From an optimization exercise on the open Yosys and OpenROAD flow, aimed at small area, a short achievable clock period and few clock cycles per item; shortcuts taken in it are not production practice. In this exercise RTL edits were held to simulation tests only and were not proved equivalent to the original. Power and IR drop assume default switching activity.

== north ==
// wib_transpose8
module wib_transpose8 (
    input  wire        clk,
    input  wire        rst,         
    input  wire        in_valid,
    output wire        in_ready,
    input  wire [63:0] in_data,
    output wire        out_valid,
    input  wire        out_ready,
    output wire [63:0] out_data,
    output wire        out_last     
);
Size in the first run: about 14000 cells after synthesis, ~11000 flip-flops, about 140 I/O pins, ~250000 sq um of cells after synthesis.
Settings: LEC_CHECK=0, CAP_MARGIN=20, CORE_MARGIN=2, CORE_UTILIZATION=55, PLACE_DENSITY=0.65, SLEW_MARGIN=20; clock period 8.5 ns.
standard.sh (not shown) runs the stock make flow with config.mk's settings and CLKGATE_MAP_FILE= SYNTH_SCRIPT=/design/flow/synth_recipe.tcl, a recipe that flattens the netlist after the stock synthesis.
==> flow/flow/run.sh <==
#!/bin/bash
# Standard ORFS layout with two changes: port buffers use buf_2 instead of the
# default pick, and clock-tree sinks are clustered into larger groups.
set -euo pipefail
export BUFFER_PORTS_ARGS="-buffer_cell sky130_fd_sc_hd__buf_2"
export CTS_ARGS="-sink_clustering_enable -repair_clock_nets -sink_clustering_size 20 -sink_clustering_max_diameter 45 -sink_buffer_max_cap_derate 1.0 -buf_list {sky130_fd_sc_hd__clkbuf_8 sky130_fd_sc_hd__clkbuf_16}"
export SETUP_SLACK_MARGIN=5.4
bash standard.sh > standard.log 2>&1
Testbench counts of north, summed over its fixed seeds: cycles 18,240, blocks 64.
Input-level comparison between south and north:
--- a/flow/flow/run.sh
+++ b/flow/flow/run.sh
@@ -6,2 +6,2 @@
-export CTS_ARGS="-sink_clustering_enable -repair_clock_nets -sink_clustering_size 20 -sink_clustering_max_diameter 45 -sink_buffer_max_cap_derate 1.0 -buf_list {sky130_fd_sc_hd__clkbuf_8 sky130_fd_sc_hd__clkbuf_16}"
-export SETUP_SLACK_MARGIN=5.4
+export CTS_ARGS="-sink_clustering_enable -repair_clock_nets -sink_clustering_size 20 -sink_clustering_max_diameter 45 -sink_buffer_max_cap_derate 1.0 -root_buf sky130_fd_sc_hd__clkbuf_16 -tree_buf sky130_fd_sc_hd__clkbuf_16 -buf_list {sky130_fd_sc_hd__clkbuf_8 sky130_fd_sc_hd__clkbuf_16}"
+export SETUP_SLACK_MARGIN=5.6
--- outcome ---
Changes observed in south relative to north: sequential share of cell area barely changed; final setup TNS barely changed; worst slew margin relative to its limit dropped 5.0 points.
south -> north: horizontal die dimension delta 0, exact match
south vs. north: power +about 0.4%, number of buffers other than clock buffers in the final layout went up.
Delta(antenna cell count, south - north) < 0
Comparing north and south, time the worst path needs with I/O delays and setup is lower on south.
diff inputs: south => east
==> flow/flow/run.sh <==
#!/bin/bash
# Standard ORFS layout with two changes: port buffers use buf_2 instead of the
# default pick, and clock-tree sinks are clustered into larger groups.
set -euo pipefail
export BUFFER_PORTS_ARGS="-buffer_cell sky130_fd_sc_hd__buf_2"
export CTS_ARGS="-sink_clustering_enable -repair_clock_nets -sink_clustering_size 20 -sink_clustering_max_diameter 45 -sink_buffer_max_cap_derate 1.0 -root_buf sky130_fd_sc_hd__clkbuf_16 -buf_list {sky130_fd_sc_hd__clkbuf_8 sky130_fd_sc_hd__clkbuf_16}"
export SETUP_SLACK_MARGIN=5.5
bash standard.sh > standard.log 2>&1
[summary]
east went all the way through the flow, and no timing, DRC or antenna check failed. Compared with south, in east biggest fanout along the worst timing path lower, placement-stage cell area roughly the same. Looking at setup slack at placement, east sits 450 ps lower than south does. east and south ended up with roughly the same ratio of total power to cell area. south → east: time the final worst path needs with I/O delays and setup increased 8.3 ps, aggregate global-route resource usage now sits at about the same level, worst-case setup margin in the final layout now smaller, maximum number of pins on one net before global-route repair has decreased. Power attributed to combinational cells: south vs east — no meaningful difference.
Relative to east, the following input files were edited for west:
# east
export LEC_CHECK = 0
export CAP_MARGIN = 20
export CORE_MARGIN = 2
export CORE_UTILIZATION = 55
export PLACE_DENSITY = 0.65
export SLEW_MARGIN = 20
create_clock -name core_clock -period 8.5 [get_ports {clk}]
# west
export LEC_CHECK = 0
export CAP_MARGIN = 20
export CORE_MARGIN = 2
export CORE_UTILIZATION = 55
export PLACE_DENSITY = 0.65
export SETUP_SLACK_MARGIN = 5
export SLEW_MARGIN = 20
create_clock -name core_clock -period 8.5 [get_ports {clk}]
==> flow/flow/run.sh <==
#!/bin/bash
# Standard ORFS layout with two changes: port buffers use buf_2 instead of the
# default pick, and clock-tree sinks are clustered into larger groups.
set -euo pipefail
export BUFFER_PORTS_ARGS="-buffer_cell sky130_fd_sc_hd__buf_2"
export CTS_ARGS="-sink_clustering_enable -repair_clock_nets -sink_clustering_size 20 -sink_clustering_max_diameter 45 -sink_buffer_max_cap_derate 1.0 -buf_list {sky130_fd_sc_hd__clkbuf_8 sky130_fd_sc_hd__clkbuf_16}"
bash standard.sh > standard.log 2>&1
Notes after the runs:
Hold slack (west over east): increase, 3.2 ps
west: required time at the worst-slack endpoint is 2580 ps higher than what east reported.
The lower first-pass iteration count of the detailed router came out of west.
west against east: total placed instance area roughly the same, total power held, CTS buffer count picked up an extra 8, wire length of the first global-routing pass went down 0.32%.


Setup of build 66:
Another version of the RTL of wib_transpose8 (not shown whole).
Size: roughly 11000 flip-flops, roughly 140 I/O pins, roughly 240000 sq um of cells after synthesis.
==> flow/config.mk <==
export PLATFORM = sky130hd
export DESIGN_NAME = wib_transpose8
export DESIGN_NICKNAME = wib_transpose8
export VERILOG_FILES = /design/flow/design.v
export SDC_FILE = /design/flow/constraint.sdc
export NUM_CORES = 8
export LEC_CHECK = 0
export CAP_MARGIN = 20
export CORE_MARGIN = 2
export CORE_UTILIZATION = 55
export PLACE_DENSITY = 0.65
export SETUP_SLACK_MARGIN = 5
export SLEW_MARGIN = 20
==> flow/constraint.sdc <==
create_clock -name core_clock -period 8.5 [get_ports {clk}]
set_input_delay 1.7000 -clock core_clock [delete_from_list [all_inputs] [get_ports {clk}]]
set_output_delay 1.7000 -clock core_clock [all_outputs]
set_load 0.01 [all_outputs]
run.sh (not shown) runs the stock make flow with config.mk's settings and CLKGATE_MAP_FILE= SYNTH_SCRIPT=/design/flow/synth_recipe.tcl, a recipe that flattens the netlist after the stock synthesis.
Stock flow here: none of the scripts above is used.
Testbench counts of build 66, summed over its fixed seeds: cycles 18,224, blocks 64.
Inputs modified between build 66 and build 38:
Settings: a deleted SETUP_SLACK_MARGIN that had been 5.
==> flow/flow/run.sh (new file) <==
#!/bin/bash
# Standard ORFS layout with two changes: port buffers use buf_2 instead of the
# default pick, and clock-tree sinks are clustered into larger groups.
set -euo pipefail
export BUFFER_PORTS_ARGS="-buffer_cell sky130_fd_sc_hd__buf_2"
export CTS_ARGS="-sink_clustering_enable -repair_clock_nets -sink_clustering_size 20 -sink_clustering_max_diameter 45 -sink_buffer_max_cap_derate 1.0 -root_buf sky130_fd_sc_hd__clkbuf_16 -tree_buf sky130_fd_sc_hd__clkbuf_16 -buf_list {sky130_fd_sc_hd__clkbuf_8 sky130_fd_sc_hd__clkbuf_16}"
export SETUP_SLACK_MARGIN=6.0
bash standard.sh > standard.log 2>&1
==> flow/standard.sh (new file) <==
#!/bin/bash
# synth_recipe.tcl (not shown) runs the flow's synth.tcl, then flattens the netlist and writes it again
# the make line also repeats each setting of config.mk as NAME=value (left out here)
make -C /OpenROAD-flow-scripts/flow DESIGN_CONFIG=/design/flow/config.mk WORK_HOME=/design/flow/orfs CLKGATE_MAP_FILE= SYNTH_SCRIPT=/design/flow/synth_recipe.tcl "${@:-finish}"
removed: flow/run.sh
==> run summary <==
Per the comparison of build 38 with build 66, global-route usage down 0.53 points, multi-input combinational cell count flat, wire length down 9800 um.
Input-level comparison between build 75 and build 38:
Settings: CORE_UTILIZATION: 55 -> 60; PLACE_DENSITY: 0.65 -> 0.72.
==> flow/flow/run.sh <==
#!/bin/bash
# The standard ORFS layout (standard.sh, standard synthesis unchanged)
# with these changes:
#  - port buffers are buf_2 cells (the default pick is a slow delay cell);
#  - timing repair aims for 5.6 ns of setup slack.
# The make output goes to standard.log; ORFS keeps each step's log under
# orfs/logs/.
set -euo pipefail
export BUFFER_PORTS_ARGS="-buffer_cell sky130_fd_sc_hd__buf_2"
export CTS_ARGS="-sink_clustering_enable -repair_clock_nets -sink_clustering_size 20 -sink_clustering_max_diameter 45 -sink_buffer_max_cap_derate 1.0 -root_buf sky130_fd_sc_hd__clkbuf_16 -tree_buf sky130_fd_sc_hd__clkbuf_16 -buf_list {sky130_fd_sc_hd__clkbuf_8 sky130_fd_sc_hd__clkbuf_16}"
export SETUP_SLACK_MARGIN=5.6
bash standard.sh > standard.log 2>&1
==> run summary <==
- Diff build 38 -> build 75 | die area | decrease of 8.3%
- The multi-input logic portion of the cell area in build 75 sits 0.22 points below the value recorded for build 38.
- Build 75 vs. build 38: post-route core utilization went up by 4.7 points.
- Build 75 falls short of build 38 in achievable clock frequency.
- Of build 75 and build 38, the lower floorplan core area belongs to build 75.
- Diff build 38 -> build 75: final routed wirelength across all metal layers increased by about 0.8% relative to the old numbers, detailed-routed wire length on met3 increased by 2700 um relative to the old numbers.
- Comparing build 75 and build 38, the lower routed length per instance is on build 38.
- In build 75, the clock-cell share of area came out 0.17 points below the value in build 38.
- Comparing the two runs side by side, build 75 comes out behind build 38 on worst setup slack.
- Hold slack delta (build 75 − build 38): unfavourable
Relative to build 75, the following input files were edited for build 39:
Settings: changing CORE_UTILIZATION from 60 to 55; changing PLACE_DENSITY from 0.72 to 0.65.
==> flow/flow/run.sh <==
#!/bin/bash
# Standard ORFS layout with two changes: port buffers use buf_2 instead of the
# default pick, and clock-tree sinks are clustered into larger groups.
set -euo pipefail
export BUFFER_PORTS_ARGS="-buffer_cell sky130_fd_sc_hd__buf_2"
export CTS_ARGS="-sink_clustering_enable -repair_clock_nets -sink_clustering_size 20 -sink_clustering_max_diameter 45 -sink_buffer_max_cap_derate 1.0 -balance_levels -root_buf sky130_fd_sc_hd__clkbuf_16 -tree_buf sky130_fd_sc_hd__clkbuf_16 -buf_list {sky130_fd_sc_hd__clkbuf_8 sky130_fd_sc_hd__clkbuf_16}"
export SETUP_SLACK_MARGIN=5.6
bash standard.sh > standard.log 2>&1
==> run summary <==
Non-filler instance count after layout, build 39 and build 75, lower one = build 75.
Build 75 has lower total power than build 39.
Delta(global-route usage, build 39 - build 75) < 0
Min total of clock buffers placed in the layout across build 39 and build 75: build 75
Delta (build 39 minus build 75): met2 wire length now sits lower; total via count after detailed routing now sits at about the same level; post-route clock skew now sits higher.
The inputs of build 96 differ from those of build 39 as listed below.
==> flow/flow/run.sh <==
#!/bin/bash
# Standard ORFS layout with two changes: port buffers use buf_2 instead of the
# default pick, and clock-tree sinks are clustered into larger groups.
set -euo pipefail
export BUFFER_PORTS_ARGS="-buffer_cell sky130_fd_sc_hd__buf_2"
export CTS_ARGS="-sink_clustering_enable -repair_clock_nets -sink_clustering_size 20 -sink_clustering_max_diameter 45 -sink_buffer_max_cap_derate 1.0 -root_buf sky130_fd_sc_hd__clkbuf_16 -tree_buf sky130_fd_sc_hd__clkbuf_16 -buf_list {sky130_fd_sc_hd__clkbuf_8 sky130_fd_sc_hd__clkbuf_16}"
export SETUP_SLACK_MARGIN=5.6
bash standard.sh > standard.log 2>&1
Notes after the runs:
- Looking at the reports, build 96 completed the entire flow and the layout it produced met the timing, design-rule and antenna checks.
- Re count of clock-net buffers in the final layout: no difference whatsoever between build 39 and build 96.
- On combinational power, build 39 and build 96 are basically level.
- Build 39 → build 96: power share of the combinational group comparable; least setup slack across all paths after layout about even.
The following lists how build 90 was set up differently from build 96:
Settings: a change of PLACE_DENSITY from 0.65 to 0.72; a change of CORE_UTILIZATION from 55 to 60.
==> flow/flow/run.sh <==
#!/bin/bash
# The standard ORFS layout (standard.sh, standard synthesis unchanged)
# with these changes:
#  - port buffers are buf_2 cells (the default pick is a slow delay cell);
#  - timing repair aims for 5.6 ns of setup slack.
# The make output goes to standard.log; ORFS keeps each step's log under
# orfs/logs/.
set -euo pipefail
export BUFFER_PORTS_ARGS="-buffer_cell sky130_fd_sc_hd__buf_2"
export CTS_ARGS="-sink_clustering_enable -repair_clock_nets -sink_clustering_size 20 -sink_clustering_max_diameter 45 -sink_buffer_max_cap_derate 1.0 -root_buf sky130_fd_sc_hd__clkbuf_16 -tree_buf sky130_fd_sc_hd__clkbuf_16 -buf_list {sky130_fd_sc_hd__clkbuf_8 sky130_fd_sc_hd__clkbuf_16}"
export SETUP_SLACK_MARGIN=5.45
bash standard.sh > standard.log 2>&1
Notes after the runs:
The final layouts of build 96 and build 90 pass the timing, design-rule and antenna checks.
Relative to build 96, clock power share has decreased by 0.6 points in build 90.
Taking build 96 as the reference, in build 90 final clock period utilization by the worst path held steady; post-layout minimum cycle time grew by 0.0039 ns.
Post-placement setup slack: build 90 lower than build 96
As far as detailed-route wire length is concerned, build 90 and build 96 perform about the same.
In the metrics for build 96 and build 90, the one carrying the lower total routing usage reported by global routing is build 96.
Looking at area growth from synthesis to layout across build 96 and build 90, the one that comes out higher is build 96.

[static timing again, ports no longer ideal]
The results above use ideal ports. As a check the final layouts listed here were re-extracted and re-timed, cells and wires unchanged. Step 1 assumes that a clkbuf_16 drives the clock port and a buf_2 every other input. Step 2 times the ports against the registers' clock, not the clock port: input delays grow and output delays shrink by t, the midpoint of the rising clock arrivals with the driver on. Three values: ideal, step 1, step 2; two values: the first two.
run | t (ns) | setup WS [ns] | worst setup path after step 2 | worst data-port slew with drivers (ns) | cell pins on the clock port's net
north | 1.248 | 5.142 / 5.025 / 4.458 | input to register | 0.19 | 1
south | 1.165 | 5.261 / 5.147 / 4.687 | input to register | 0.16 | 1
east | 1.160 | 5.252 / 5.132 / 4.714 | input to register | 0.19 | 1
west | 1.245 | 4.996 / 4.996 / 4.395 | input to register | 0.16 | 1
build 66 | 1.167 | 5.044 / 4.933 / 4.074 | input to register | 0.20 | 1
build 38 | 1.126 | 5.263 / 5.147 / 4.724 | input to register | 0.19 | 1
build 75 | 1.131 | 5.243 / 5.131 / 4.618 | input to register | 0.18 | 1
build 39 | 1.123 | 5.240 / 5.125 / 4.571 | input to register | 0.20 | 1
build 96 | 1.123 | 5.240 / 5.125 / 4.571 | input to register | 0.20 | 1
build 90 | 1.134 | 5.236 / 5.122 / 4.488 | input to register | 0.19 | 1
After both steps every run listed still meets setup and hold. For build 66, which loses most, drivers alone change the setup slack by -0.111 ns; drivers and shift together by -0.970 ns.
